What follows belongs to an exercise in optimizing a design on an open flow for small area, a short achievable clock period and few clock cycles; a production flow would make more cautious choices. The RTL was checked by simulation tests, not by an equivalence proof against the original design. Power figures rest on the tool's default switching activity, not on a simulated workload.

==> design.v <==
module elliott900 (
    input  wire        clk,
    input  wire        rst,           
    input  wire [17:0] start_addr,    
    input  wire [31:0] limit,         
    output wire        mem_req,
    output wire        mem_we,
    output wire [13:0] mem_addr,
    output wire [17:0] mem_wdata,
    input  wire        mem_ack,
    input  wire [17:0] mem_rdata,
    output wire        io_req,
    output wire [2:0]  io_dev,
    output wire [7:0]  io_out,
    input  wire        io_ack,
    input  wire [7:0]  io_in,
    input  wire [1:0]  io_status,
    output wire        halted,
    output wire [4:0]  exit_code,
    output wire [2:0]  fatal_cause,
    output wire [13:0] stop_addr,
    output wire [17:0] acc_a,
    output wire [17:0] acc_q
);
    localparam [4:0] S_INIT  = 5'd0,    
                     S_INITB = 5'd1,    
                     S_FE    = 5'd2,    
                     S_RD    = 5'd3,    
                     S_WR    = 5'd4,    
                     S_DW    = 5'd5,    
                     S_SH0   = 5'd6,    
                     S_SH    = 5'd7,    
                     S_MUL   = 5'd8,
                     S_DIV0  = 5'd9,
                     S_DIV   = 5'd10,
                     S_DP1   = 5'd11,   
                     S_DP2   = 5'd12,   
                     S_IOD   = 5'd13,   
                     S_IOW   = 5'd14,   
                     S_RF    = 5'd15,   
                     S_HW    = 5'd16,   
                     S_HX    = 5'd17,   
                     S_FS    = 5'd18,   
                     S_FB    = 5'd19,   
                     S_L6    = 5'd20,   
                     S_L7    = 5'd21,   
                     S_FX    = 5'd22,   
                     S_HALT  = 5'd23,
                     S_DPC   = 5'd24;   
    localparam [1:0] R_HALT = 2'd0, R_FETCH = 2'd1, R_LEVEL = 2'd2;
    localparam [2:0] C_SCR_OVERFLOW  = 3'd1,
                     C_ADDRESS_RANGE = 3'd2,
                     C_SHIFT_RANGE   = 3'd3,
                     C_UNSUPPORTED   = 3'd4,
                     C_DIVIDE_ZERO   = 3'd5,
                     C_DEVICE_ERROR  = 3'd6;
    function [17:0] io_word;
        input [3:0] i;    
        case (i)
            4'd4:    io_word = 18'o777775;
            4'd5:    io_word = 18'o017764;
            4'd6:    io_word = 18'o117775;
            4'd7:    io_word = 18'o364000;
            4'd8:    io_word = 18'o237772;
            4'd9:    io_word = 18'o217767;
            4'd10:   io_word = 18'o364000;
            4'd11:   io_word = 18'o537764;
            4'd12:   io_word = 18'o240001;
            4'd13:   io_word = 18'o100001;
            4'd14:   io_word = 18'o237766;
            default: io_word = 18'o217761;
        endcase
    endfunction
    function [31:0] kadd;
        input [31:0] x, y;
        input        c0;
        reg   [31:0] g, p, cg, cp;
        integer      i, k;
        begin
            g = x & y;
            p = x ^ y;
            cg = g;
            cp = p;
            cg[0] = g[0] | (p[0] & c0);
            for (k = 1; k < 32; k = k * 2)
                for (i = 31; i >= k; i = i - 1) begin
                    cg[i] = cg[i] | (cp[i] & cg[i-k]);
                    cp[i] = cp[i] & cp[i-k];
                end
            kadd = p ^ {cg[30:0], c0};
        end
    endfunction
    function prot;
        input [13:0] ad;
        input        l4;
        prot = !l4 && ad[13:4] == 10'h1FF && (ad[3] | ad[2]);
    endfunction
    reg [4:0]  st;
    reg        mreq, mwe;
    reg [13:0] maddr;        
    reg [1:0]  mhi;          
    reg [17:0] wdata;        
    reg        ireq;
    reg [2:0]  idev;
    reg [7:0]  iout;
    reg [17:0] A, Q;
    reg [17:0] pc;           
    reg [17:0] B;            
    reg        bdirty;       
    reg [13:0] ls;           
    reg [3:0]  fn;
    reg [5:0]  cnt;
    reg [31:0] rem;          
    reg        level4, first, ffl, iop, alu_p;
    reg        nneg, qhi0, cfix, shl;
    reg [1:0]  ret;
    reg        hp_lim, hp_ds, hp_ov, fhit, oh_s, oh_b;
    reg [4:0]  h_code;
    reg [2:0]  h_cause;
    wire [17:0] R = {iout, idev, h_code, h_cause[2:1]};
    assign mem_req     = mreq;
    assign mem_we      = mwe;
    assign mem_addr    = maddr;
    assign mem_wdata   = wdata;
    assign io_req      = ireq;
    assign io_dev      = idev;
    assign io_out      = iout;
    assign halted      = st == S_HALT;
    assign exit_code   = h_code;
    assign fatal_cause = h_cause;
    assign stop_addr   = ls;
    assign acc_a       = A;
    assign acc_q       = Q;
    wire        hp      = hp_lim | hp_ds | hp_ov;
    wire        in_fe   = st == S_FE;
    wire [31:0] pc_k    = kadd({18'd0, pc[13:0]}, 32'd0, in_fe);
    wire [14:0] pc_i    = pc_k[14:0];
    wire [17:0] pc_p    = {pc[17:15], pc[14] | pc_i[14], pc_i[13:0]};
    wire        d_b     = mem_rdata[17];
    wire [3:0]  d_f     = mem_rdata[16:13];
    wire [13:0] d_a     = {pc[13], mem_rdata[12:0]};
    wire [31:0] d_mb    = kadd({18'd0, d_a}, {16'd0, B[15:0]}, 1'b0);
    wire [15:0] d_m     = d_b ? d_mb[15:0] : {2'b00, d_a};
    wire        d_rd    = d_f == 4'd0 || d_f == 4'd1 || d_f == 4'd2 || d_f == 4'd4 ||
                          d_f == 4'd6 || d_f == 4'd10 || d_f == 4'd12 || d_f == 4'd13;
    wire        d_stf   = d_f == 4'd3 || d_f == 4'd5 || d_f == 4'd11;
    wire        d_jmp   = d_f == 4'd7 || d_f == 4'd8 || d_f == 4'd9;
    wire        d_hb    = !d_b && !pc[13] && mem_rdata[12:0] == {10'd0, level4, level4, 1'b1} &&
                          (d_f == 4'd1 || d_f == 4'd2 || d_f == 4'd4 || d_f == 4'd6 || d_f == 4'd10);
    wire        d_take  = d_f == 4'd8 || (d_f == 4'd7 && A == 18'd0) || (d_f == 4'd9 && A[17]);
    wire        m_hit   = maddr[13:3] == 11'd0 && maddr[2:1] == {level4, level4};
    wire        m_bad   = mhi != 2'b00;
    wire [17:0] v       = oh_s ? pc : oh_b ? B : mem_rdata;    
    wire        at_iod  = st == S_IOD;
    wire [12:0] key     = at_iod ? maddr[12:0] : mem_rdata[12:0];
    wire        k_rd    = key == 13'd2048;
    wire        k_ti    = key == 13'd2052;
    wire        k_pl    = key == 13'd4864;
    wire        k_pu    = key == 13'd6144;
    wire        k_to    = key == 13'd6148;
    wire        k_lt    = key == 13'd7168;
    wire [2:0]  k_dev   = k_ti ? 3'd1 : k_pl ? 3'd2 : k_pu ? 3'd3 : k_to ? 3'd4 : 3'd0;
    wire [7:0]  k_out   = k_pl ? {2'd0, A[5:0]} : k_pu ? A[7:0] : {1'b0, A[6:0]};
    wire        k_outd  = k_pl | k_pu | k_to;
    wire        k_ind   = k_rd | k_ti;
    reg         in_mul, in_div, in_sh, in_dp1, in_dp2;    
    wire        dneg    = wdata[17];
    reg         pre_r, last;               
    wire        pre     = in_div && pre_r;
    wire        msb     = (pre ? R[17] : Q[17]) ^ nneg;
    wire        xsh     = in_div | (in_sh & shl);             
    wire        lda     = alu_p && fn == 4'd4;
    wire        incb    = alu_p && fn == 4'd10;      
    wire        nga     = alu_p && fn == 4'd2;
    wire        x_zero  = in_dp2 | lda | incb;
    wire        y_q     = in_dp2;
    wire        y_zero  = in_sh | (in_mul & !Q[0]) | (in_dp1 & A[17]);
    reg         invy, cin;
    always @(*) begin
        if (in_mul)               begin invy = last & Q[0];     cin = last & Q[0];     end
        else if (in_div | in_dp1) begin invy = !A[17] ^ dneg;   cin = !A[17] ^ dneg;   end
        else if (in_dp2)          begin invy = nneg ^ dneg;     cin = (nneg ^ dneg) ^ cfix; end
        else                      begin invy = 1'b0;            cin = nga | incb;      end
    end
    wire [18:0] xa   = x_zero ? 19'd0 : xsh ? {A, msb} : {A[17], A};
    wire [18:0] xv   = xa ^ {19{nga}};
    wire [18:0] ya   = y_zero ? 19'd0 : y_q ? {qhi0, Q} : {wdata[17], wdata};
    wire [18:0] yv   = ya ^ {19{invy}};
    wire [31:0] sum_k = kadd({13'd0, xv}, {13'd0, yv}, cin);
    wire [18:0] sum  = sum_k[18:0];
    wire        ge   = !sum[18];
    wire [12:0] pl      = maddr[12:0];
    wire        sh_left = pl[12:11] == 2'b00;
    wire        sh_rght = pl[12:11] == 2'b11;
    wire [5:0]  pl_neg  = 6'd0 - pl[5:0];
    wire [5:0]  sh_k    = sh_left ? ((pl > 13'd36) ? 6'd36 : pl[5:0])
                                  : ((pl < 13'd8156) ? 6'd36 : pl_neg);
    wire        sh_big  = cnt >= 6'd18;                  
    wire [5:0]  sh_nx   = sh_big ? cnt - 6'd18 : cnt - 6'd1;
    function sh_end;      
        input [5:0] c;
        sh_end = c == 6'd1 || c == 6'd18;
    endfunction
    reg [4:0]  st_n;
    reg        req_n, we_n;
    reg        ma_dm, ma_pc, ma_c;        
    reg [13:0] ma_k;
    reg        w_a, w_q1, w_sts, w_pc, w_v, w_b, w_init;
    reg        pc_ld_p, pc_ld_m, pc_ld_w;
    reg        b_ld_v, b_ld_w, b_ld_s;
    reg        a_sum, a_sumh, a_xa, a_and, a_io, a_q, a_sgn, a_zero;
    reg        q_v, q_sts, q_a, q_mul, q_div, q_dp2, q_zero;
    reg        dec, alu_n, io_go, io_clr, io_go_out, set_bd, clr_bd, set_ffl, set_l4;
    reg        c_k, c_18, c_36, c_d1, c_d18, mul_go, div_go, sh_go, dp1_go, dpc_go, cfix_clr;
    reg        h_set;
    reg [4:0]  h_code_n;
    reg [2:0]  h_cause_n;
    reg [1:0]  ret_n;
    reg        ret_ld, w_inc;
    task do_fetch;
        begin req_n = 1'b1; we_n = 1'b0; ma_pc = 1'b1; st_n = S_FE; end
    endtask
    task do_flush;        
        input [1:0] r;
        begin
            req_n = 1'b1; we_n = 1'b1; ma_c = 1'b1; ma_k = {11'd0, level4, level4, 1'b0};
            w_pc = 1'b1; ret_ld = 1'b1; ret_n = r; st_n = S_FS;
        end
    endtask
    task do_fatal;
        input [2:0] c;
        begin h_set = 1'b1; h_code_n = 5'd1; h_cause_n = c; end
    endtask
    task do_iohalt;
        begin
            io_clr = 1'b1; h_set = 1'b1;
            case (io_status)
                2'd1:    h_code_n = (idev == 3'd0) ? 5'd2 : 5'd4;
                2'd2:    h_code_n = 5'd16;
                default: begin h_code_n = 5'd1; h_cause_n = C_DEVICE_ERROR; end
            endcase
        end
    endtask
    task do_after_flush;
        begin
            we_n = 1'b0;
            case (ret)
                R_HALT:  begin req_n = 1'b0; st_n = S_HALT; end
                R_FETCH: begin set_ffl = 1'b1; ma_pc = 1'b1; st_n = S_FE; end
                default: begin ma_c = 1'b1; ma_k = 14'd6; st_n = S_L6; end
            endcase
        end
    endtask
    task do_io;           
        begin
            if (k_outd) begin
                io_go = 1'b1; io_go_out = 1'b1;
                do_fetch;
            end else if (k_ind) begin
                io_go = 1'b1;
                req_n = 1'b0;
                st_n  = S_IOW;
            end else if (k_lt) begin
                if (level4) do_fetch;
                else        do_flush(R_LEVEL);
            end else begin
                do_fatal(C_UNSUPPORTED);
                do_flush(R_HALT);
            end
        end
    endtask
    always @(*) begin
        st_n = st; req_n = mreq; we_n = mwe;
        ma_dm = 1'b0; ma_pc = 1'b0; ma_c = 1'b0; ma_k = 14'd0;
        w_a = 1'b0; w_q1 = 1'b0; w_sts = 1'b0; w_pc = 1'b0; w_v = 1'b0; w_b = 1'b0; w_init = 1'b0;
        w_inc = 1'b0;
        pc_ld_p = 1'b0; pc_ld_m = 1'b0; pc_ld_w = 1'b0;
        b_ld_v = 1'b0; b_ld_w = 1'b0; b_ld_s = 1'b0;
        a_sum = 1'b0; a_sumh = 1'b0; a_xa = 1'b0; a_and = 1'b0; a_io = 1'b0;
        a_q = 1'b0; a_sgn = 1'b0; a_zero = 1'b0;
        q_v = 1'b0; q_sts = 1'b0; q_a = 1'b0; q_mul = 1'b0; q_div = 1'b0; q_dp2 = 1'b0; q_zero = 1'b0;
        dec = 1'b0; alu_n = 1'b0; io_go = 1'b0; io_clr = 1'b0; io_go_out = 1'b0;
        set_bd = 1'b0; clr_bd = 1'b0; set_ffl = 1'b0; set_l4 = 1'b0;
        c_k = 1'b0; c_18 = 1'b0; c_36 = 1'b0; c_d1 = 1'b0; c_d18 = 1'b0;
        mul_go = 1'b0; div_go = 1'b0; sh_go = 1'b0; dp1_go = 1'b0; dpc_go = 1'b0; cfix_clr = 1'b0;
        h_set = 1'b0; h_code_n = h_code; h_cause_n = h_cause;
        ret_ld = 1'b0; ret_n = ret;
        if (alu_p) begin
            if (fn == 4'd6)       a_and = 1'b1;
            else if (fn == 4'd10) begin b_ld_s = 1'b1; set_bd = 1'b1; end
            else                  a_sum = 1'b1;
        end
        case (st)
            S_INIT: if (mem_ack) begin
                c_d1 = 1'b1;
                if (cnt[3:0] == 4'd4) begin
                    we_n = 1'b0; ma_c = 1'b1; ma_k = 14'd1; st_n = S_INITB;
                end else begin
                    ma_c = 1'b1; ma_k = {10'h1FF, cnt[3:0] - 4'd1}; w_init = 1'b1;
                end
            end
            S_INITB: if (mem_ack) begin
                b_ld_v = 1'b1;
                do_fetch;
            end
            S_FE: begin
                if (mem_ack) begin
                    if (iop && io_ack && io_status != 2'd0) begin
                        do_iohalt;
                        req_n = 1'b0; st_n = S_HX;
                    end else if (iop && !io_ack) begin
                        req_n = 1'b0; st_n = S_RF;
                    end else if (hp) begin
                        io_clr = 1'b1; h_set = 1'b1;
                        if (hp_lim)     h_code_n = 5'd8;
                        else if (hp_ds) h_code_n = 5'd0;
                        else begin      h_code_n = 5'd1; h_cause_n = C_SCR_OVERFLOW; end
                        req_n = 1'b0; st_n = S_HX;
                    end else if (fhit && !ffl) begin
                        io_clr = 1'b1;
                        do_flush(R_FETCH);
                    end else begin
                        dec = 1'b1; io_clr = 1'b1; pc_ld_p = 1'b1; ma_dm = 1'b1;
                        if (d_f == 4'd5) w_a = 1'b1;
                        if (d_f == 4'd3) w_q1 = 1'b1;
                        if (d_f == 4'd11) begin w_sts = 1'b1; q_sts = 1'b1; end
                        if (d_hb) begin
                            w_b = 1'b1; alu_n = 1'b1;
                            ma_dm = 1'b0; do_fetch;
                        end else if (d_rd) begin
                            st_n = S_RD;
                        end else if (d_stf) begin
                            if (d_b) begin
                                req_n = 1'b0; st_n = S_DW;
                            end else if (prot(d_a, level4)) begin
                                ma_dm = 1'b0; do_fetch;
                            end else begin
                                we_n = 1'b1; st_n = S_WR;
                            end
                        end else if (d_jmp) begin
                            if (d_take) begin
                                pc_ld_p = 1'b0; pc_ld_m = 1'b1; st_n = S_FE;
                            end else begin
                                ma_dm = 1'b0; do_fetch;
                            end
                        end else if (d_f == 4'd14) begin
                            req_n = 1'b0; st_n = S_SH0;
                        end else if (d_b) begin           
                            req_n = 1'b0; st_n = S_IOD;
                        end else begin
                            ma_dm = 1'b0;
                            do_io;
                        end
                    end
                end else if (iop && io_ack) begin
                    if (io_status != 2'd0) begin
                        do_iohalt;
                        st_n = S_HW;
                    end else begin
                        io_clr = 1'b1;
                    end
                end
            end
            S_RF: if (io_ack) begin
                if (io_status != 2'd0) begin
                    do_iohalt;
                    do_flush(R_HALT);
                end else begin
                    io_clr = 1'b1;
                    do_fetch;
                end
            end
            S_HW: if (mem_ack) do_flush(R_HALT);
            S_HX: do_flush(R_HALT);
            S_FX: do_fetch;
            S_RD: if (mem_ack) begin
                if (m_bad) begin
                    do_fatal(C_ADDRESS_RANGE);
                    do_flush(R_HALT);
                end else begin
                    case (fn)
                        4'd0: begin
                            q_v = 1'b1; b_ld_v = 1'b1; set_bd = 1'b1;
                            do_fetch;
                        end
                        4'd10: begin
                            if (prot(maddr, level4)) begin
                                do_fetch;
                            end else begin
                                we_n = 1'b1; w_v = 1'b1; w_inc = 1'b1; st_n = S_WR;
                            end
                        end
                        4'd12: begin
                            w_v = 1'b1; q_a = 1'b1; a_zero = 1'b1; c_18 = 1'b1; mul_go = 1'b1;
                            req_n = 1'b0; st_n = S_MUL;
                        end
                        4'd13: begin
                            w_v = 1'b1; req_n = 1'b0; st_n = S_DIV0;
                        end
                        default: begin       
                            w_v = 1'b1; alu_n = 1'b1;
                            do_fetch;
                        end
                    endcase
                end
            end
            S_WR: if (mem_ack) begin
                if (m_hit && !maddr[0]) begin
                    pc_ld_w = 1'b1; req_n = 1'b0; st_n = S_FX;
                end else begin
                    if (m_hit) b_ld_w = 1'b1;
                    do_fetch;
                end
            end
            S_DW: begin
                if (m_bad) begin
                    do_fatal(C_ADDRESS_RANGE);
                    do_flush(R_HALT);
                end else if (prot(maddr, level4)) begin
                    do_fetch;
                end else begin
                    req_n = 1'b1; we_n = 1'b1; st_n = S_WR;
                end
            end
            S_IOD: do_io;
            S_IOW: if (io_ack) begin
                if (io_status != 2'd0) begin
                    do_iohalt;
                    do_flush(R_HALT);
                end else begin
                    io_clr = 1'b1; a_io = 1'b1;
                    do_fetch;
                end
            end
            S_SH0: begin
                if (!sh_left && !sh_rght) begin
                    do_fatal(C_SHIFT_RANGE);
                    do_flush(R_HALT);
                end else begin
                    sh_go = 1'b1; c_k = 1'b1;
                    if (sh_k == 6'd0) do_fetch;
                    else begin
                        if (sh_end(sh_k)) begin req_n = 1'b1; we_n = 1'b0; ma_pc = 1'b1; end
                        st_n = S_SH;
                    end
                end
            end
            S_SH: begin
                if (sh_big) begin
                    c_d18 = 1'b1;
                    if (shl) begin a_q = 1'b1; q_zero = 1'b1; end
                    else     begin a_sgn = 1'b1; q_a = 1'b1; end
                end else begin
                    c_d1 = 1'b1;
                    if (shl) begin a_xa = 1'b1; q_div = 1'b1; end
                    else     begin a_sumh = 1'b1; q_mul = 1'b1; end
                end
                if (sh_end(sh_nx)) begin req_n = 1'b1; we_n = 1'b0; ma_pc = 1'b1; end
                if (sh_end(cnt)) st_n = S_FE;
            end
            S_MUL: begin
                c_d1 = 1'b1;
                if (last) begin a_sum = 1'b1; st_n = S_FE; end
                else      begin a_sumh = 1'b1; q_mul = 1'b1; end
                if (cnt == 6'd2) begin req_n = 1'b1; we_n = 1'b0; ma_pc = 1'b1; end
            end
            S_DIV0: begin
                if (wdata == 18'd0) begin
                    do_fatal(C_DIVIDE_ZERO);
                    do_flush(R_HALT);
                end else begin
                    div_go = 1'b1; a_zero = 1'b1;
                    if (A == {18{A[17]}}) c_18 = 1'b1; else c_36 = 1'b1;
                    st_n = S_DIV;
                end
            end
            S_DIV: begin
                c_d1 = 1'b1; cfix_clr = 1'b1; a_sum = 1'b1;
                if (!pre) q_div = 1'b1;
                if (last) begin
                    if (nneg) st_n = S_DP1;
                    else begin req_n = 1'b1; we_n = 1'b0; ma_pc = 1'b1; st_n = S_DP2; end
                end
            end
            S_DP1: begin
                dp1_go = 1'b1; a_sum = 1'b1; st_n = S_DPC;
            end
            S_DPC: begin
                dpc_go = 1'b1;
                req_n = 1'b1; we_n = 1'b0; ma_pc = 1'b1; st_n = S_DP2;
            end
            S_DP2: begin
                a_sumh = 1'b1; q_dp2 = 1'b1; st_n = S_FE;
            end
            S_FS: if (mem_ack) begin
                if (bdirty) begin
                    clr_bd = 1'b1; ma_c = 1'b1; ma_k = {11'd0, level4, level4, 1'b1};
                    w_b = 1'b1; st_n = S_FB;
                end else begin
                    do_after_flush;
                end
            end
            S_FB: if (mem_ack) do_after_flush;
            S_L6: if (mem_ack) begin
                w_v = 1'b1; ma_c = 1'b1; ma_k = 14'd7; st_n = S_L7;
            end
            S_L7: if (mem_ack) begin
                b_ld_v = 1'b1; pc_ld_w = 1'b1; set_l4 = 1'b1;
                req_n = 1'b0; st_n = S_FX;
            end
            default: ;    
        endcase
    end
    wire [31:0] v_k   = kadd({14'd0, v}, 32'd0, w_inc);
    wire [17:0] v_inc = v_k[17:0];
    wire [13:0] ma_nx = ({14{ma_dm}} & d_m[13:0]) | ({14{ma_pc}} & pc_p[13:0]) |
                        ({14{ma_c}} & ma_k);
    wire [17:0] w_nx  = ({18{w_a}} & A) | ({18{w_q1}} & {1'b0, Q[17:1]}) |
                        ({18{w_sts | w_pc}} & {5'd0, pc_p[12:0]}) |
                        ({18{w_pc}} & {pc_p[17:13], 13'd0}) |
                        ({18{w_v}} & v_inc) | ({18{w_b}} & B) |
                        ({18{w_init}} & io_word(cnt[3:0] - 4'd1));
    wire [17:0] pc_nx = ({18{pc_ld_p}} & pc_p) | ({18{pc_ld_m}} & {2'd0, d_m}) |
                        ({18{pc_ld_w}} & wdata);
    wire [17:0] b_nx  = ({18{b_ld_v}} & v) | ({18{b_ld_w}} & wdata) | ({18{b_ld_s}} & sum[17:0]);
    wire [17:0] a_nx  = ({18{a_sum}} & sum[17:0]) |
                        ({18{a_sumh}} & {sum[18:2], sum[1] | in_dp2}) |
                        ({18{a_xa}} & xa[17:0]) | ({18{a_and}} & (A & wdata)) |
                        ({18{a_io}} & ({A[10:0], 7'd0} | {10'd0, io_in})) |
                        ({18{a_q}} & Q) | ({18{a_sgn}} & {18{A[17]}});
    wire [17:0] q_nx  = ({18{q_v}} & v) | ({18{q_sts}} & {3'd0, pc_p[14:13], 13'd0}) |
                        ({18{q_a}} & A) | ({18{q_mul}} & {sum[0], Q[17:1]}) |
                        ({18{q_div}} & {Q[16:0], ge & in_div}) |
                        ({18{q_dp2}} & {sum[18:2], 1'b0});
    wire [5:0]  c_nx  = ({6{c_k}} & sh_k) | ({6{c_18}} & 6'd18) | ({6{c_36}} & 6'd36) |
                        ({6{c_d1}} & (cnt - 6'd1)) | ({6{c_d18}} & (cnt - 6'd18));
    wire [7:0]  rem_gz;
    wire [8:0]  rem_bi;
    wire [31:0] rem_d;
    assign rem_bi[0] = 1'b1;
    genvar gj, gk;
    generate
        for (gj = 0; gj < 8; gj = gj + 1) begin : g_rem
            assign rem_gz[gj]   = rem[4*gj+3:4*gj] == 4'd0;
            assign rem_bi[gj+1] = rem_bi[gj] & rem_gz[gj];
            for (gk = 0; gk < 4; gk = gk + 1) begin : g_bit
                if (gk == 0) begin : g_b0
                    assign rem_d[4*gj] = rem[4*gj] ^ rem_bi[gj];
                end else begin : g_bn
                    assign rem_d[4*gj+gk] = rem[4*gj+gk] ^ (rem_bi[gj] & (rem[4*gj+gk-1:4*gj] == {gk{1'b0}}));
                end
            end
        end
    endgenerate
    wire a_ld = a_sum | a_sumh | a_xa | a_and | a_io | a_q | a_sgn | a_zero;
    wire q_ld = q_v | q_sts | q_a | q_mul | q_div | q_dp2 | q_zero;
    always @(posedge clk) begin
        hp_lim <= (|limit) && rem == 32'd0;
        hp_ds  <= !first && pc == {4'd0, ls};
        hp_ov  <= pc[17:14] != 4'd0;
        fhit   <= pc[13:3] == 11'd0 && pc[2:1] == {level4, level4};
        oh_s   <= st == S_RD && m_hit && !maddr[0];
        oh_b   <= st == S_RD && m_hit && maddr[0];
        if (rst) begin
            st      <= S_INIT;
            in_mul  <= 1'b0;
            in_div  <= 1'b0;
            in_sh   <= 1'b0;
            in_dp1  <= 1'b0;
            in_dp2  <= 1'b0;
            mreq    <= 1'b1;
            mwe     <= 1'b1;
            maddr   <= 14'd8191;
            wdata   <= io_word(4'd15);
            cnt     <= 6'd15;
            ireq    <= 1'b0;
            iop     <= 1'b0;
            alu_p   <= 1'b0;
            level4  <= 1'b0;
            first   <= 1'b1;
            bdirty  <= 1'b0;
            ffl     <= 1'b0;
            A       <= 18'd0;
            Q       <= 18'd0;
            pc      <= start_addr;
            rem     <= limit;
            h_code  <= 5'd0;
            h_cause <= 3'd0;
        end else begin
            st     <= st_n;
            in_mul <= st_n == S_MUL;
            in_div <= st_n == S_DIV;
            in_sh  <= st_n == S_SH;
            in_dp1 <= st_n == S_DP1;
            in_dp2 <= st_n == S_DP2;
            mreq  <= req_n;
            mwe   <= we_n;
            alu_p <= alu_n;
            if (ma_dm | ma_pc | ma_c)             maddr <= ma_nx;
            if (w_a | w_q1 | w_sts | w_pc | w_v | w_b | w_init) wdata <= w_nx;
            if (pc_ld_p | pc_ld_m | pc_ld_w)      pc    <= pc_nx;
            if (b_ld_v | b_ld_w | b_ld_s)         B     <= b_nx;
            if (a_ld)                             A     <= a_nx;
            if (q_ld)                             Q     <= q_nx;
            if (c_k | c_18 | c_36 | c_d1 | c_d18) begin
                cnt   <= c_nx;
                pre_r <= c_nx > 6'd18;
                last  <= c_nx == 6'd1;
            end
            if (dec) begin
                ls    <= pc[13:0];
                first <= 1'b0;
                ffl   <= 1'b0;
                rem   <= rem_d;
                fn    <= d_f;
                mhi   <= d_m[15:14];
            end
            if (set_ffl) ffl <= 1'b1;
            if (set_bd)  bdirty <= 1'b1;
            if (clr_bd)  bdirty <= 1'b0;
            if (set_l4)  level4 <= 1'b1;
            if (io_clr)  begin ireq <= 1'b0; iop <= 1'b0; end
            if (io_go)   begin ireq <= 1'b1; iop <= io_go_out; idev <= k_dev; iout <= k_out; end
            if (h_set)   begin h_code <= h_code_n; h_cause <= h_cause_n; end
            if (ret_ld)  ret <= ret_n;
            if (sh_go)   begin shl <= sh_left; nneg <= 1'b0; end
            if (div_go)  begin
                nneg <= A[17]; qhi0 <= 1'b0;
                {iout, idev, h_code, h_cause[2:1]} <= A;
            end
            if (in_div && pre) begin
                {iout, idev, h_code, h_cause[2:1]} <= {R[16:0], 1'b0};
                if (cnt == 6'd19) qhi0 <= ge;
            end
            if (cfix_clr) cfix <= 1'b0;
            if (dp1_go)   cfix <= sum[18];
            if (dpc_go)   cfix <= cfix & (&A);
        end
    end
endmodule
==> run.sh <==
#!/bin/bash
# synth_recipe.tcl (not shown) runs the flow's synth.tcl, then flattens the netlist and writes it again
# the make line also repeats each setting of config.mk as NAME=value (left out here)
make -C /OpenROAD-flow-scripts/flow DESIGN_CONFIG=/design/flow/config.mk WORK_HOME=/design/flow/orfs CLKGATE_MAP_FILE= SYNTH_SCRIPT=/design/flow/synth_recipe.tcl finish
==> config.mk <==
export PLATFORM = sky130hd
export DESIGN_NAME = elliott900
export DESIGN_NICKNAME = elliott900
export VERILOG_FILES = /design/flow/design.v
export SDC_FILE = /design/flow/constraint.sdc
export NUM_CORES = 4
export LEC_CHECK = 0
export CAP_MARGIN = 20
export CORE_MARGIN = 2
export CORE_UTILIZATION = 40
export PLACE_DENSITY = 0.6
export SETUP_SLACK_MARGIN = 3.0
export SLEW_MARGIN = 20
==> constraint.sdc <==
create_clock -name core_clock -period 7.0 [get_ports {clk}]
set_input_delay 1.4000 -clock core_clock [delete_from_list [all_inputs] [get_ports {clk}]]
set_output_delay 1.4000 -clock core_clock [all_outputs]
set_load 0.01 [all_outputs]
==> results of run 1 <==
-- logic make-up after synthesis --
group,count (synthesis)
xor+xnor,134
fa+ha+maj,69
flops,214
buf+inv,266
compound gates,796
mux,73
simple gates,946
-- area by class of cell --
class	instances	area (um2)	share of cell area
clock buffer	37	837.1	0.03451
sequential	214	5376	0.2217
inverter	77	300.3	0.01238
tap	622	778.2	0.03208
antenna	2	5.005	0.0002063
clock inverter	13	85.08	0.003508
timing repair buffer	290	2756	0.1136
multi-input combinational	2020	14120	0.5820
-- per-stage QoR --
| step | setup WS, ns | std cells | util | hold slack [ns] | area [um2] |
|---|---|---|---|---|---|
| floorplan | 2.925 | 2498 | - | 0.4226 | 19630 |
| global placement | 1.736 | 3171 | 0.4509 | 0.4722 | 21940 |
| detailed placement | 1.668 | 3171 | 0.4510 | 0.4857 | 21940 |
| CTS | 2.873 | 3254 | 0.4853 | 0.4942 | 23610 |
| global route | 2.732 | 3275 | 0.4986 | 0.5199 | 24260 |
| finish | 2.824 | 3275 | 0.4986 | 0.4796 | 24260 |
-- sequential cells by signal (all words and copies together), names as in the netlist, 4 cells and up --
| register | count |
|---|---|
| rem | 32 |
| A | 18 |
| B | 18 |
| Q | 18 |
| pc | 18 |
| wdata | 18 |
| ls | 14 |
| maddr | 14 |
| iout | 8 |
| cnt | 6 |
| h_code | 5 |
| st | 5 |
| fn | 4 |
-- power by group --
| group | switching (mW) | total, mW | internal (mW) |
|---|---|---|---|
| Clock | 0.650 | 1.49 | 0.841 |
| Combinational | 0.378 | 0.639 | 0.260 |
| Sequential | 0.105 | 1.46 | 1.36 |
-- worst max path at each step --
stage            startpoint         to  slack (ns)  cells after the start
6_report              fn[0]       cfix        2.82                     15
5_1_grt               fn[0]       cfix        2.73                     15
4_1_cts               fn[0]       cfix        2.87                     15
3_5_place_dp   io_status[0]  wdata[15]        1.67                     12
3_3_place_gp   io_status[0]  wdata[15]        1.74                     12
2_1_floorplan         fn[1]       cfix        2.93                     17
-- layer usage --
layer / wire [um] / GRT usage / vias to the layer above
li1: - / - / 9792
met2: 42740 / 0.5796 / 1505
met3: 9341 / 0.06180 / 356
met1: 38100 / 0.4761 / 10840
met5: 11 / 0 / -
met4: 6837 / 0.2156 / 2
-- synth_stat cells, types with 15 or more instances --
cell,number
ha_1,65
a21o_1,19
a21oi_1,168
nor2b_1,34
o31ai_1,20
inv_1,75
a221oi_1,53
or3_1,21
nand4_1,31
o21a_1,20
buf_1,20
and2_1,17
nor4_1,49
nor2_1,219
edfxtp_1,107
a221o_1,53
a211oi_1,15
nor3_1,79
xor2_1,49
o21ai_0,143
dfxtp_1,107
nand3_1,76
nand2_1,263
and3_1,22
or2_2,17
o22ai_1,16
a22oi_1,27
xnor2_1,84
o211ai_1,32
a31oi_1,46
nand2b_1,33
mux2_2,15
a32oi_1,20
mux2i_1,58
buf_2,23
clkbuf_1,145
-- worst reg2reg max path, cell delays in order, from the launching register on --
cell	delay, ns
edfxtp_1	0.48
nand2b_4	0.20
or4b_4	0.58
nand3b_1	0.11
a31oi_1	0.09
a21o_1	0.18
fa_2	0.39
fa_2	0.42
nor2b_4	0.17
o31ai_4	0.09
a21oi_4	0.23
o41ai_4	0.10
and2_4	0.17
o31ai_4	0.29
xor2_2	0.15
a32o_1	0.27
-- repair_timing --
action,4_1_cts,5_1_grt
resized for setup,111,105
pin swaps,29,28
setup buffers,32,18
cloned,1,1
setup endpoints to repair,184,138
==> impl_metrics.py, run 1 <==
metrics = {
    "worst_setup_path": {
        "worstPathMaxFanout": 3,
        "crit_chain": "nand2b_4 > or4b_4 > nand3b_1 > a31oi_1 > a21o_1 > fa_2 > fa_2 > nor2b_4 > o31ai_4 > a21oi_4 > o41ai_4 > and2_4 > o31ai_4 > xor2_2 > a32o_1",
        "crit_family": "compound AO/OA/AOI/OAI gates",
        "crit_arrival_ns": 4.51,
        "endpoint_kind": "register",
        "slowest_delay_ns": 0.58,
        "path_class": "reg -> reg",
        "worstRegToRegCells": 15,
        "r2r_end": "cfix",
        "r2r_setup_slack_ns": 2.82,
        "critical-path-slowest-cell": "or4b_4",
        "worstPathRequired_ns": 7.33,
        "crit_path_start_kind": "register",
        "worst-path-buf-inv": 0,
        "timing.rr.start": "fn[0]",
    },
    "floorplanning": {
        "num_io_pins": 187,
        "die_area_mm2": 0.05070,
        "start_util": 0.4022,
        "die_x_um": 225.2,
        "die_h_um": 225.2,
        "rows": 81,
        "core_area_mm2": 0.04865,
    },
    "min_path": {
        "min_delay_path_depth": 1,
        "worstHoldStart": "rem[31]",
        "hold_class": "reg -> reg",
        "whs_endpoint": "hp_lim",
    },
    "logic_synthesis": {
        "synth_top_family_by_area": "compound AO/OA/AOI/OAI gates",
        "synth-xor-area-share": 0.06069,
        "synth-seq-cells": 214,
        "synth_top_area_share": 0.1642,
        "synth_ff_type": "edfxtp_1",
        "synth.net_count": 2648,
        "yosys.area_share.adder": 0.04515,
        "avgSynthCellArea_um2": 7.833,
        "yosysWarnings": 1,
        "synth_cell_types": 99,
        "yosys.area_share.simple": 0.2438,
        "yosys-top-cells-area": "edfxtp_1 (16%), dfxtp_1 (11%), nand2_1 (5.0%)",
        "seq_area_frac_synth": 0.2737,
        "synthArstFlopShare": 0,
        "synthCells": 2498,
        "synth_mux_area_frac": 0.03830,
        "yosysTopAreaCell": "edfxtp_1",
        "syn_area_mm2": 0.01957,
        "synth_edf_count": 107,
        "synth_compound_area_frac": 0.2857,
    },
    "detailed_routing": {
        "detail-route-antenna-nets": 0,
        "drc": 0,
        "firstDrtPassIters": 6,
        "via_per_inst": 6.869,
        "wl_per_cell_um": 29.63,
        "vias": 22500,
        "drt-initial-drc-count": 2850,
        "routed_wl_um": 97030,
    },
    "sta": {
        "tns_ns": 0,
        "finalMaxSlewViolations": 0,
        "max_freq_mhz": 239.5,
        "relSlewSlack": 0.2566,
        "fin_crit_sh": 0.5965,
        "setup_violations": 0,
        "skew_ns": 0.01984,
        "hold_viol": 0,
        "fin_crit_ns": 4.176,
        "rsz0062_at_grt": "yes",
        "max_slew.worst_pin.slew_ns": 1.115,
    },
    "power_and_ir_drop": {
        "leakagePower_nw": 8.520,
        "powerDensity_mw_per_mm2": 148.0,
        "peakVddDrop_v": 0.0001604,
        "p_total_mw": 3.590,
    },
    "clock_tree": {
        "htreeDepth": 1,
        "numCtsBuffers": 27,
        "cts-root-buf": "clkbuf_16",
        "cts_hold_buf": 0,
        "clk_latency_ns": 0.59,
        "cts_tree": "done",
        "clk_pin_slew_worst_paths_ns": 0.06,
        "clockBufferDepth": 3,
        "cts_sinks": 214,
    },
    "layout": {
        "fill_cells": 4738,
        "drive_gt1_frac": 0.1347,
        "final_common_cell": "nand2_1",
        "final_net_count": 2780,
        "area.growth.synth_to_final_pct": 23.97,
        "mostFrequentLayoutCells": "nand2_1 (254), nor2_1 (205), clkdlybuf4s50_1 (172), a21oi_1 (156), o21ai_0 (136)",
    },
    "global_route": {
        "gr-total-overflow": 0,
        "grt_pass1_vias": 21070,
        "antenna_found_initial": 3,
        "grt_use_total": 0.3684,
        "grt_max_degree": 71,
        "grt_first_pass_wirelength_um": 140200,
    },
    "placed_design": {
        "io_buffers": 186,
        "place_hpwl_um": 71290,
        "gp_congestion": 1.046,
    },
    "run": {
        "max-cap-violations": 0,
    },
    "status": {
        "outcome": "complete, no violations",
    },
}
Testbench counts, summed over its fixed seeds: cycles 108,172.
==> inputs of run 2 (changes only) <==
--- a/design.v
+++ b/design.v
@@ -46,7 +46,8 @@
                      S_L7    = 5'd21,   
                      S_FX    = 5'd22,   
                      S_HALT  = 5'd23,
-                     S_DPC   = 5'd24;   
+                     S_DPC   = 5'd24,   
+                     S_HF    = 5'd25;   
     localparam [1:0] R_HALT = 2'd0, R_FETCH = 2'd1, R_LEVEL = 2'd2;
     localparam [2:0] C_SCR_OVERFLOW  = 3'd1,
                      C_ADDRESS_RANGE = 3'd2,
@@ -132,7 +133,7 @@
     assign acc_a       = A;
     assign acc_q       = Q;
     wire        hp      = hp_lim | hp_ds | hp_ov;
-    wire        in_fe   = st == S_FE;
+    reg         in_fe;       
     wire [31:0] pc_k    = kadd({18'd0, pc[13:0]}, 32'd0, in_fe);
     wire [14:0] pc_i    = pc_k[14:0];
     wire [17:0] pc_p    = {pc[17:15], pc[14] | pc_i[14], pc_i[13:0]};
@@ -147,6 +148,9 @@
     wire        d_jmp   = d_f == 4'd7 || d_f == 4'd8 || d_f == 4'd9;
     wire        d_hb    = !d_b && !pc[13] && mem_rdata[12:0] == {10'd0, level4, level4, 1'b1} &&
                           (d_f == 4'd1 || d_f == 4'd2 || d_f == 4'd4 || d_f == 4'd6 || d_f == 4'd10);
+    wire        d_prot  = prot(d_a, level4);
+    wire        fe_pc   = d_hb || (d_jmp && !d_take) || (d_stf && !d_b && d_prot) ||
+                          (d_f == 4'd15 && !d_b && k_outd);
     wire        d_take  = d_f == 4'd8 || (d_f == 4'd7 && A == 18'd0) || (d_f == 4'd9 && A[17]);
     wire        m_hit   = maddr[13:3] == 11'd0 && maddr[2:1] == {level4, level4};
     wire        m_bad   = mhi != 2'b00;
@@ -169,10 +173,9 @@
     wire        pre     = in_div && pre_r;
     wire        msb     = (pre ? R[17] : Q[17]) ^ nneg;
     wire        xsh     = in_div | (in_sh & shl);             
-    wire        lda     = alu_p && fn == 4'd4;
-    wire        incb    = alu_p && fn == 4'd10;      
-    wire        nga     = alu_p && fn == 4'd2;
-    wire        x_zero  = in_dp2 | lda | incb;
+    reg         alu_and, alu_nga, alu_xz, incb;      
+    wire        nga     = alu_nga;
+    wire        x_zero  = in_dp2 | alu_xz;
     wire        y_q     = in_dp2;
     wire        y_zero  = in_sh | (in_mul & !Q[0]) | (in_dp1 & A[17]);
     reg         invy, cin;
@@ -205,7 +208,7 @@
     reg        req_n, we_n;
     reg        ma_dm, ma_pc, ma_c;        
     reg [13:0] ma_k;
-    reg        w_a, w_q1, w_sts, w_pc, w_v, w_b, w_init;
+    reg        w_dec, w_pc, w_v, w_b, w_init;
     reg        pc_ld_p, pc_ld_m, pc_ld_w;
     reg        b_ld_v, b_ld_w, b_ld_s;
     reg        a_sum, a_sumh, a_xa, a_and, a_io, a_q, a_sgn, a_zero;
@@ -272,7 +275,7 @@
     always @(*) begin
         st_n = st; req_n = mreq; we_n = mwe;
         ma_dm = 1'b0; ma_pc = 1'b0; ma_c = 1'b0; ma_k = 14'd0;
-        w_a = 1'b0; w_q1 = 1'b0; w_sts = 1'b0; w_pc = 1'b0; w_v = 1'b0; w_b = 1'b0; w_init = 1'b0;
+        w_dec = 1'b0; w_pc = 1'b0; w_v = 1'b0; w_b = 1'b0; w_init = 1'b0;
         w_inc = 1'b0;
         pc_ld_p = 1'b0; pc_ld_m = 1'b0; pc_ld_w = 1'b0;
         b_ld_v = 1'b0; b_ld_w = 1'b0; b_ld_s = 1'b0;
@@ -286,9 +289,9 @@
         h_set = 1'b0; h_code_n = h_code; h_cause_n = h_cause;
         ret_ld = 1'b0; ret_n = ret;
         if (alu_p) begin
-            if (fn == 4'd6)       a_and = 1'b1;
-            else if (fn == 4'd10) begin b_ld_s = 1'b1; set_bd = 1'b1; end
-            else                  a_sum = 1'b1;
+            if (alu_and)   a_and = 1'b1;
+            else if (incb) begin b_ld_s = 1'b1; set_bd = 1'b1; end
+            else           a_sum = 1'b1;
         end
         case (st)
             S_INIT: if (mem_ack) begin
@@ -305,6 +308,8 @@
             end
             S_FE: begin
                 if (mem_ack) begin
+                    w_dec = 1'b1;
+                    if (fe_pc) ma_pc = 1'b1; else ma_dm = 1'b1;
                     if (iop && io_ack && io_status != 2'd0) begin
                         do_iohalt;
                         req_n = 1'b0; st_n = S_HX;
@@ -318,38 +323,33 @@
                         req_n = 1'b0; st_n = S_HX;
                     end else if (fhit && !ffl) begin
                         io_clr = 1'b1;
-                        do_flush(R_FETCH);
+                        req_n = 1'b0; st_n = S_HF;
                     end else begin
-                        dec = 1'b1; io_clr = 1'b1; pc_ld_p = 1'b1; ma_dm = 1'b1;
-                        if (d_f == 4'd5) w_a = 1'b1;
-                        if (d_f == 4'd3) w_q1 = 1'b1;
-                        if (d_f == 4'd11) begin w_sts = 1'b1; q_sts = 1'b1; end
+                        dec = 1'b1; io_clr = 1'b1; pc_ld_p = 1'b1;
+                        if (d_f == 4'd11) q_sts = 1'b1;
                         if (d_hb) begin
-                            w_b = 1'b1; alu_n = 1'b1;
-                            ma_dm = 1'b0; do_fetch;
+                            alu_n = 1'b1;                     
                         end else if (d_rd) begin
                             st_n = S_RD;
                         end else if (d_stf) begin
                             if (d_b) begin
                                 req_n = 1'b0; st_n = S_DW;
-                            end else if (prot(d_a, level4)) begin
-                                ma_dm = 1'b0; do_fetch;
-                            end else begin
+                            end else if (!d_prot) begin
                                 we_n = 1'b1; st_n = S_WR;
                             end
                         end else if (d_jmp) begin
                             if (d_take) begin
-                                pc_ld_p = 1'b0; pc_ld_m = 1'b1; st_n = S_FE;
-                            end else begin
-                                ma_dm = 1'b0; do_fetch;
+                                pc_ld_p = 1'b0; pc_ld_m = 1'b1;
                             end
                         end else if (d_f == 4'd14) begin
                             req_n = 1'b0; st_n = S_SH0;
-                        end else if (d_b) begin           
+                        end else if (!d_b && k_outd) begin
+                            io_go = 1'b1; io_go_out = 1'b1;
+                        end else if (!d_b && k_ind) begin
+                            io_go = 1'b1;
+                            req_n = 1'b0; st_n = S_IOW;
+                        end else begin                        
                             req_n = 1'b0; st_n = S_IOD;
-                        end else begin
-                            ma_dm = 1'b0;
-                            do_io;
                         end
                     end
                 end else if (iop && io_ack) begin
@@ -372,6 +372,7 @@
             end
             S_HW: if (mem_ack) do_flush(R_HALT);
             S_HX: do_flush(R_HALT);
+            S_HF: do_flush(R_FETCH);
             S_FX: do_fetch;
             S_RD: if (mem_ack) begin
                 if (m_bad) begin
@@ -405,10 +406,10 @@
                 end
             end
             S_WR: if (mem_ack) begin
-                if (m_hit && !maddr[0]) begin
+                if (oh_s) begin
                     pc_ld_w = 1'b1; req_n = 1'b0; st_n = S_FX;
                 end else begin
-                    if (m_hit) b_ld_w = 1'b1;
+                    if (oh_b) b_ld_w = 1'b1;
                     do_fetch;
                 end
             end
@@ -515,8 +516,10 @@
     wire [17:0] v_inc = v_k[17:0];
     wire [13:0] ma_nx = ({14{ma_dm}} & d_m[13:0]) | ({14{ma_pc}} & pc_p[13:0]) |
                         ({14{ma_c}} & ma_k);
-    wire [17:0] w_nx  = ({18{w_a}} & A) | ({18{w_q1}} & {1'b0, Q[17:1]}) |
-                        ({18{w_sts | w_pc}} & {5'd0, pc_p[12:0]}) |
+    wire [17:0] d_sval = (d_f == 4'd5) ? A : (d_f == 4'd3) ? {1'b0, Q[17:1]} :
+                         (d_f == 4'd11) ? {5'd0, pc_p[12:0]} : B;
+    wire [17:0] w_nx  = ({18{w_dec}} & d_sval) |
+                        ({18{w_pc}} & {5'd0, pc_p[12:0]}) |
                         ({18{w_pc}} & {pc_p[17:13], 13'd0}) |
                         ({18{w_v}} & v_inc) | ({18{w_b}} & B) |
                         ({18{w_init}} & io_word(cnt[3:0] - 4'd1));
@@ -552,6 +555,7 @@
             end
         end
     endgenerate
+    wire [3:0]  alu_fn = (st == S_FE) ? d_f : fn;
     wire a_ld = a_sum | a_sumh | a_xa | a_and | a_io | a_q | a_sgn | a_zero;
     wire q_ld = q_v | q_sts | q_a | q_mul | q_div | q_dp2 | q_zero;
     always @(posedge clk) begin
@@ -559,10 +563,11 @@
         hp_ds  <= !first && pc == {4'd0, ls};
         hp_ov  <= pc[17:14] != 4'd0;
         fhit   <= pc[13:3] == 11'd0 && pc[2:1] == {level4, level4};
-        oh_s   <= st == S_RD && m_hit && !maddr[0];
-        oh_b   <= st == S_RD && m_hit && maddr[0];
+        oh_s   <= (st == S_RD || st == S_WR) && m_hit && !maddr[0];
+        oh_b   <= (st == S_RD || st == S_WR) && m_hit && maddr[0];
         if (rst) begin
             st      <= S_INIT;
+            in_fe   <= 1'b0;
             in_mul  <= 1'b0;
             in_div  <= 1'b0;
             in_sh   <= 1'b0;
@@ -576,6 +581,10 @@
             ireq    <= 1'b0;
             iop     <= 1'b0;
             alu_p   <= 1'b0;
+            alu_and <= 1'b0;
+            alu_nga <= 1'b0;
+            alu_xz  <= 1'b0;
+            incb    <= 1'b0;
             level4  <= 1'b0;
             first   <= 1'b1;
             bdirty  <= 1'b0;
@@ -588,6 +597,7 @@
             h_cause <= 3'd0;
         end else begin
             st     <= st_n;
+            in_fe  <= st_n == S_FE || st_n == S_HF;
             in_mul <= st_n == S_MUL;
             in_div <= st_n == S_DIV;
             in_sh  <= st_n == S_SH;
@@ -595,9 +605,13 @@
             in_dp2 <= st_n == S_DP2;
             mreq  <= req_n;
             mwe   <= we_n;
-            alu_p <= alu_n;
+            alu_p   <= alu_n;
+            alu_and <= alu_n && alu_fn == 4'd6;
+            alu_nga <= alu_n && alu_fn == 4'd2;
+            alu_xz  <= alu_n && (alu_fn == 4'd4 || alu_fn == 4'd10);
+            incb    <= alu_n && alu_fn == 4'd10;
             if (ma_dm | ma_pc | ma_c)             maddr <= ma_nx;
-            if (w_a | w_q1 | w_sts | w_pc | w_v | w_b | w_init) wdata <= w_nx;
+            if (w_dec | w_pc | w_v | w_b | w_init) wdata <= w_nx;
             if (pc_ld_p | pc_ld_m | pc_ld_w)      pc    <= pc_nx;
             if (b_ld_v | b_ld_w | b_ld_s)         B     <= b_nx;
             if (a_ld)                             A     <= a_nx;
--- a/config.mk
+++ b/config.mk
@@ -7,7 +7,7 @@
 export LEC_CHECK = 0
 export CAP_MARGIN = 20
 export CORE_MARGIN = 2
-export CORE_UTILIZATION = 40
-export PLACE_DENSITY = 0.6
+export CORE_UTILIZATION = 55
+export PLACE_DENSITY = 0.7
 export SETUP_SLACK_MARGIN = 3.0
 export SLEW_MARGIN = 20
==> run 2 against run 1 <==
  * Still clean on timing, DRC and antenna
  * Global-route usage grew 10 points
  * Synthesized cell count shrank 0.52%
  * Critical path depth grew 1
  * Register-to-register slack gained 0.03 ns
  * Design area shrank 2.6%
  * Sequential power grew 22%
  * Largest power group is now combinational logic
==> impl_metrics.py, run 2 <==
metrics = {
    "floorplanning": {
        "start_util": 0.5598,
        "die_x_um": 191.7,
        "num_io_pins": 187,
        "die_h_um": 191.7,
        "rows": 68,
        "core_area_mm2": 0.03463,
        "die_area_mm2": 0.03676,
    },
    "power_and_ir_drop": {
        "seqPwrFrac": 0.327,
        "p_sw_frac": 0.4058,
        "powerDensity_mw_per_mm2": 229.5,
        "p_int_mw": 3.223,
        "comb_power_share": 0.374,
        "leakagePower_nw": 8.615,
        "peakVddDrop_v": 0.0001874,
        "clkPwrFrac": 0.298,
        "p_sw_mw": 2.201,
    },
    "global_route": {
        "gr-total-overflow": 0,
        "grt_use_total": 0.4724,
        "grt_first_pass_wirelength_um": 131500,
        "grt_max_degree": 72,
        "grt_pass1_vias": 21530,
        "antenna_found_initial": 4,
    },
    "sta": {
        "fin_ws_ns": 2.853,
        "fin_crit_ns": 4.147,
        "hold_viol": 0,
        "fin_crit_sh": 0.5924,
        "tns_ns": 0,
        "finalMaxSlewViolations": 0,
        "relSlewSlack": 0.2754,
        "max_freq_mhz": 241.2,
        "skew_ns": 0.02935,
        "max_slew.worst_pin.slew_ns": 1.079,
        "rsz0062_at_grt": "yes",
        "setup_violations": 0,
    },
    "worst_setup_path": {
        "critical-path-slowest-cell": "edfxtp_1",
        "crit_chain": "and2_4 > mux2i_1 > xnor2_1 > nand2_1 > a21oi_2 > xnor2_2 > fa_2 > fa_2 > nor2b_2 > o31a_1 > o22ai_4 > o21ai_4 > and3_4 > nor3_2 > xnor2_2 > a221o_1",
        "path_class": "reg -> reg",
        "worstPathMaxFanout": 4,
        "worst-path-buf-inv": 0,
        "crit_arrival_ns": 4.46,
        "crit_family": "compound AO/OA/AOI/OAI gates",
        "crit_path_start_kind": "register",
        "endpoint_kind": "register",
        "slowest_delay_ns": 0.47,
        "worstPathRequired_ns": 7.32,
    },
    "placed_design": {
        "post-place-cells": 2991,
        "gp_congestion": 1.076,
        "post-place-ws_ns": 1.528,
        "place_area_mm2": 0.02151,
        "io_buffers": 186,
        "place_hpwl_um": 64960,
    },
    "logic_synthesis": {
        "synth_cell_types": 104,
        "avgSynthCellArea_um2": 7.800,
        "synth_top_area_share": 0.1658,
        "synthArstFlopShare": 0,
        "yosys-top-cells-area": "edfxtp_1 (17%), dfxtp_1 (12%), nand2_1 (5.0%)",
        "synth_ff_type": "dfxtp_1",
        "synth-seq-cells": 219,
        "yosysTopAreaCell": "edfxtp_1",
        "synth.net_count": 2635,
        "synth_common_cells": "nand2_1 (256), nor2_1 (256), a21oi_1 (179)",
        "synthCells": 2485,
        "yosysWarnings": 1,
        "synth_edf_count": 107,
        "syn_area_mm2": 0.01938,
        "seq_area_frac_synth": 0.2814,
    },
    "detailed_routing": {
        "drc": 0,
        "routed_wl_um": 90140,
        "via_per_inst": 7.477,
        "firstDrtPassIters": 11,
        "detail-route-antenna-nets": 0,
        "wl_per_cell_um": 29.17,
        "vias": 23100,
        "drt-initial-drc-count": 3915,
    },
    "clock_tree": {
        "numCtsBuffers": 27,
        "clk_pin_slew_worst_paths_ns": 0.06,
        "cts_hold_buf": 0,
        "cts_sinks": 219,
        "cts-root-buf": "clkbuf_16",
        "cts_tree": "done",
        "clk_latency_ns": 0.57,
        "clockBufferDepth": 3,
        "htreeDepth": 1,
    },
    "layout": {
        "mostFrequentLayoutCells": "nand2_1 (255), nor2_1 (245), clkdlybuf4s50_1 (168), a21oi_1 (163), o21ai_0 (160)",
        "drive_gt1_frac": 0.1261,
        "final_net_count": 2762,
        "stdcell_count": 3090,
        "final_common_cell": "nand2_1",
        "fill_cells": 2834,
        "area.growth.synth_to_final_pct": 21.92,
        "regMostFlops": "rem",
        "largest_reg_flops": 32,
        "design_area_mm2": 0.02363,
    },
    "status": {
        "outcome": "complete, no violations",
    },
    "run": {
        "max-cap-violations": 0,
    },
    "min_path": {
        "hold_class": "reg -> reg",
    },
}
## run 2: cell types whose count changed after synthesis, sizes merged, moves of 14 or more
cell and change:
o221ai +22, o21ai +25, xnor2 -24, xor2 +23, a221o -22, a22oi +14
inv -15, nor2 +37
## run 2: worst paths after layout
check | start | endpoint | slack (ns) | depth (start not counted)
max | pre_r | B[16] | 2.85 | 16
min | rem[31] | hp_lim | 0.48 | 1
max reg2reg | pre_r | B[16] | 2.85 | 16
min reg2reg | rem[31] | hp_lim | 0.48 | 1
## run 2: per-layer routing
layer | wire (um) | GRT usage
met2 | 37730 | 0.7147
met1 | 31040 | 0.5905
met4 | 7907 | 0.3059
met3 | 13460 | 0.1312
met5 | 8 | 0
## run 2: through the flow
stage	hold WS (ns)	total power [mW]	utilization
floorplan	0.4226	2.857	-
global placement	0.4548	3.557	0.6213
detailed placement	0.4744	3.583	0.6213
CTS	0.4831	5.212	0.6631
global route	0.5096	5.559	0.6824
finish	0.4766	5.425	0.6825
## run 2: what timing repair did
| item | CTS | global route |
|---|---|---|
| setup buffers | 18 | 26 |
| endpoints found under the setup margin | 155 | 129 |
| cloned | 0 | 3 |
| hold endpoints to repair | 0 | 0 |
| resized for setup | 95 | 101 |
| pin swaps | 21 | 47 |
## run 2: logic make-up (layout without fill, tap and decap cells)
logic type,Yosys count,in the layout,share of synthesized area
AO/OA/AOI/OAI,804,804,0.2829
XOR/XNOR,132,132,0.05964
adder cells (fa/ha/maj),68,68,0.04506
buffers and inverters,247,392,0.05048
flip-flops,219,219,0.2814
multiplexers,71,71,0.03776
other,0,3,0
AND/OR/NAND/NOR,944,946,0.2427
## run 2: cell type report
type	instances	area, um2	area share
Multi-Input combinational cell	2021	13720	0.5807
Sequential cell	219	5468	0.2314
Timing Repair Buffer	281	2638	0.1116
Clock buffer	30	686.9	0.02907
Inverter	62	232.7	0.009847
Tap cell	455	569.3	0.02409
Clock inverter	19	307.8	0.01302
Antenna cell	3	7.507	0.0003177
## run 2: power by group through the flow
stage	Sequential (mW)	Combinational, mW	Clock [mW]
after CTS	1.75	1.85	1.61
after global placement	1.77	1.79	0
after detailed placement	1.77	1.81	0
after floorplan	1.66	1.19	0
after global routing	1.77	2.13	1.66
final	1.78	2.03	1.62
Testbench counts of run 2, summed over its fixed seeds: cycles 108,188.
==> inputs of run 3 (changes only) <==
--- a/design.v
+++ b/design.v
@@ -177,14 +177,10 @@
     wire        nga     = alu_nga;
     wire        x_zero  = in_dp2 | alu_xz;
     wire        y_q     = in_dp2;
-    wire        y_zero  = in_sh | (in_mul & !Q[0]) | (in_dp1 & A[17]);
-    reg         invy, cin;
-    always @(*) begin
-        if (in_mul)               begin invy = last & Q[0];     cin = last & Q[0];     end
-        else if (in_div | in_dp1) begin invy = !A[17] ^ dneg;   cin = !A[17] ^ dneg;   end
-        else if (in_dp2)          begin invy = nneg ^ dneg;     cin = (nneg ^ dneg) ^ cfix; end
-        else                      begin invy = 1'b0;            cin = nga | incb;      end
-    end
+    reg         invy_r, cin_r, yz_r;       
+    wire        y_zero  = yz_r;
+    wire        invy    = invy_r;
+    wire        cin     = in_dp2 ? invy_r ^ cfix : cin_r;
     wire [18:0] xa   = x_zero ? 19'd0 : xsh ? {A, msb} : {A[17], A};
     wire [18:0] xv   = xa ^ {19{nga}};
     wire [18:0] ya   = y_zero ? 19'd0 : y_q ? {qhi0, Q} : {wdata[17], wdata};
@@ -605,6 +601,23 @@
             in_dp2 <= st_n == S_DP2;
             mreq  <= req_n;
             mwe   <= we_n;
+            if (st_n == S_MUL) begin
+                invy_r <= in_mul && cnt == 6'd2 && Q[1];
+                cin_r  <= in_mul && cnt == 6'd2 && Q[1];
+                yz_r   <= in_mul ? !Q[1] : !A[0];
+            end else if (st_n == S_DIV || st_n == S_DP1) begin
+                invy_r <= in_div ? !sum[17] ^ dneg : !dneg;
+                cin_r  <= in_div ? !sum[17] ^ dneg : !dneg;
+                yz_r   <= st_n == S_DP1 && sum[17];
+            end else if (st_n == S_DP2) begin
+                invy_r <= nneg ^ dneg;
+                cin_r  <= 1'b0;
+                yz_r   <= 1'b0;
+            end else begin
+                invy_r <= 1'b0;
+                cin_r  <= alu_n && (alu_fn == 4'd2 || alu_fn == 4'd10);
+                yz_r   <= st_n == S_SH;
+            end
             alu_p   <= alu_n;
             alu_and <= alu_n && alu_fn == 4'd6;
             alu_nga <= alu_n && alu_fn == 4'd2;
--- a/config.mk
+++ b/config.mk
@@ -7,7 +7,7 @@
 export LEC_CHECK = 0
 export CAP_MARGIN = 20
 export CORE_MARGIN = 2
-export CORE_UTILIZATION = 55
-export PLACE_DENSITY = 0.7
-export SETUP_SLACK_MARGIN = 3.0
+export CORE_UTILIZATION = 40
+export PLACE_DENSITY = 0.6
+export SETUP_SLACK_MARGIN = 3.25
 export SLEW_MARGIN = 20
==> run 3 against run 2 <==
  * Still clean
  * Non-clock buffer count is 58 higher
  * Design area grew 3.9%
  * Sequential power is 16% lower
  * Hold slack hardly changed
  * Die area grew 36%
  * Via count is 2.0% lower
  * Global-route usage shrank 9.9 points
  * Critical endpoint is now cfix
  * Largest cell class unchanged
==> impl_metrics.py, run 3 <==
metrics = {
    "placed_design": {
        "io_buffers": 186,
        "place_hpwl_um": 71120,
        "gp_congestion": 1.036,
    },
    "sta": {
        "fin_crit_sh": 0.6259,
        "finalMaxSlewViolations": 0,
        "relSlewSlack": 0.2691,
        "fin_crit_ns": 4.381,
        "tns_ns": 0,
        "hold_viol": 0,
        "rsz0062_at_grt": "yes",
        "skew_ns": 0.01247,
        "max_freq_mhz": 228.3,
        "setup_violations": 0,
        "max_slew.worst_pin.slew_ns": 1.069,
    },
    "worst_setup_path": {
        "crit_family": "compound AO/OA/AOI/OAI gates",
        "timing.rr.start": "pre_r",
        "path_class": "reg -> reg",
        "worst-path-buf-inv": 2,
        "critical-path-slowest-cell": "fa_2",
        "crit_chain": "buf_12 > and2_4 > mux2i_1 > xnor2_1 > nand2_1 > a21oi_2 > xnor2_2 > fa_2 > fa_2 > nor2b_4 > o2111ai_2 > a41oi_2 > o31ai_4 > a21oi_2 > a21o_1 > a311oi_2 > buf_4 > a32o_1",
        "crit_path_start_kind": "register",
        "endpoint_kind": "register",
        "r2r_end": "cfix",
        "worstPathRequired_ns": 7.33,
        "crit_arrival_ns": 4.71,
        "worstPathMaxFanout": 3,
        "r2r_setup_slack_ns": 2.62,
        "slowest_delay_ns": 0.43,
        "worstRegToRegCells": 18,
    },
    "global_route": {
        "grt_max_degree": 102,
        "grt_pass1_vias": 21220,
        "grt_first_pass_wirelength_um": 141500,
        "grt_use_total": 0.3734,
        "antenna_found_initial": 5,
        "gr-total-overflow": 0,
    },
    "logic_synthesis": {
        "avgSynthCellArea_um2": 7.748,
        "yosysTopAreaCell": "edfxtp_1",
        "yosys-top-cells-area": "edfxtp_1 (17%), dfxtp_1 (11%), nand2_1 (5.6%)",
        "synth-seq-cells": 221,
        "synth_top_area_share": 0.1708,
        "synth.most_common_cell": "nand2_1",
        "yosysWarnings": 1,
        "synth_edf_count": 110,
        "synth_ff_type": "dfxtp_1",
        "synth.net_count": 2646,
        "synth_common_cells": "nand2_1 (287), nor2_1 (243), a21oi_1 (173)",
        "synthCells": 2496,
        "synthArstFlopShare": 0,
        "syn_area_mm2": 0.01934,
        "seq_area_frac_synth": 0.2857,
        "synth_cell_types": 94,
    },
    "layout": {
        "drive_gt1_frac": 0.1540,
        "regMostFlops": "rem",
        "final_net_count": 2824,
        "fill_cells": 4583,
        "fin_util": 0.5143,
        "mostFrequentLayoutCells": "nand2_1 (280), nor2_1 (232), clkdlybuf4s50_1 (167), a21oi_1 (155), o21ai_0 (146)",
        "largest_reg_flops": 32,
        "final_common_cell": "nand2_1",
        "area.growth.synth_to_final_pct": 26.96,
    },
    "floorplanning": {
        "core_area_mm2": 0.04775,
        "start_util": 0.4051,
        "num_io_pins": 187,
        "rows": 80,
        "die_x_um": 223.9,
        "die_area_mm2": 0.05012,
        "die_h_um": 223.9,
    },
    "clock_tree": {
        "cts-root-buf": "clkbuf_16",
        "cts_sinks": 221,
        "cts_tree": "done",
        "clockBufferDepth": 3,
        "htreeDepth": 1,
        "clk_latency_ns": 0.57,
        "clk_pin_slew_worst_paths_ns": 0.06,
        "numCtsBuffers": 27,
        "cts_hold_buf": 0,
    },
    "detailed_routing": {
        "firstDrtPassIters": 6,
        "vias": 22650,
        "routed_wl_um": 97120,
        "via_per_inst": 6.831,
        "drc": 0,
        "wl_per_cell_um": 29.30,
        "detail-route-antenna-nets": 0,
        "drt-initial-drc-count": 2979,
    },
    "min_path": {
        "whs_endpoint": "hp_lim",
        "min_delay_path_depth": 1,
        "hold_class": "reg -> reg",
        "worstHoldStart": "rem[31]",
    },
    "status": {
        "outcome": "complete, no violations",
    },
    "power_and_ir_drop": {
        "p_total_mw": 3.734,
        "powerDensity_mw_per_mm2": 152.1,
        "peakVddDrop_v": 0.0001977,
        "leakagePower_nw": 8.928,
    },
    "run": {
        "max-cap-violations": 0,
    },
}
-- run 3: layer usage --
metal | track usage | share of wire | wire, um | vias up
met2 | 0.5978 | 0.45 | 43360 | 1610
met5 | 0 | 0 | 0 | -
met1 | 0.4735 | 0.38 | 36780 | 10870
met4 | 0.2172 | 0.072 | 6998 | 0
li1 | - | - | - | 9777
met3 | 0.06480 | 0.10 | 9990 | 394
-- run 3: worst max-delay path by stage --
stage,from,to,slack [ns],cells after the start
finish,pre_r,cfix,2.62,18
global placement,mem_rdata[15],yz_r,1.56,10
detailed placement,mem_rdata[8],maddr[13],1.63,11
global route,pre_r,cfix,2.53,18
CTS,pre_r,Q[0],2.75,18
floorplan,mem_rdata[8],yz_r,3.01,9
-- run 3: where the power goes --
part           switching (mW)  internal, mW  total [mW]  leakage, nW
sequential             0.0989          1.40        1.50         1.97
clock                   0.624         0.927        1.55        0.449
combinational           0.409         0.273       0.682         6.51
total                    1.13          2.60        3.73         8.93
-- run 3: cell type report --
class | instances | area [um2] | area share
inverters | 68 | 262.8 | 0.01070
repair buffers | 339 | 3147 | 0.1282
well taps | 615 | 769.5 | 0.03134
multi-input cells | 2017 | 13880 | 0.5651
clock inverters | 19 | 252.7 | 0.01029
diodes | 5 | 12.51 | 0.0005096
flip-flops and latches | 221 | 5543 | 0.2257
clock buffers | 31 | 690.7 | 0.02813
-- run 3: timing repair --
action                                 CTS  global route
setup endpoints to repair              189           160
buffers inserted                        62            28
endpoints found under the hold margin    0             0
pin swaps                               51            39
cloned                                   3             1
resized for setup                      175           103
-- run 3: kinds of logic after synthesis --
group / Yosys count / synth area share
DFF: 221 / 0.2857
adders and majority gates: 68 / 0.04516
buffers and inverters: 260 / 0.05189
AOI/OAI and AO/OA: 798 / 0.2794
muxes: 69 / 0.03642
xor gates and xnor gates: 136 / 0.06159
and+or+nand+nor: 944 / 0.2398
-- run 3: stage by stage --
step	hold slack [ns]	setup slack [ns]	instance area (um2)	std cells
2_1_floorplan	0.4226	3.008	19520	2496
6_report	0.4770	2.619	24550	3315
3_3_place_gp	0.4709	1.563	21830	3166
4_1_cts	0.4770	2.746	23990	3281
5_1_grt	0.5144	2.530	24550	3314
3_5_place_dp	0.4675	1.628	21830	3166
Testbench counts of run 3, summed over its fixed seeds: cycles 108,188.

==> static timing again, ports no longer ideal <==
In the flow no input, the clock included, has a driving cell. The finished layouts below were timed again as built, in two steps.
Step 1, drivers: a clkbuf_16 drives clk and a buf_2 each remaining input, both assumed.
Step 2 adds t to the input delays and takes it off the output delays; t is the mean of the earliest and latest rising clock arrival at the registers after step 1. Input paths then give back, and output paths get back, about the clock's delay inside the block.
a / b / c = ideal ports / drivers / drivers and shift; a / b = the first two.
| run | t (ns) | setup WS [ns] | pins driven straight from the clock port |
|---|---|---|---|
| run 1 | 0.632 | 2.824 / 2.824 / 2.386 | 1 |
| run 2 | 0.612 | 2.853 / 2.853 / 2.421 | 1 |
| run 3 | 0.627 | 2.619 / 2.619 / 2.428 | 1 |
After both steps setup and hold are still met in every run listed. The setup slack of run 1, which loses most, moves by 0.000 ns with the drivers and by -0.438 ns with both steps.
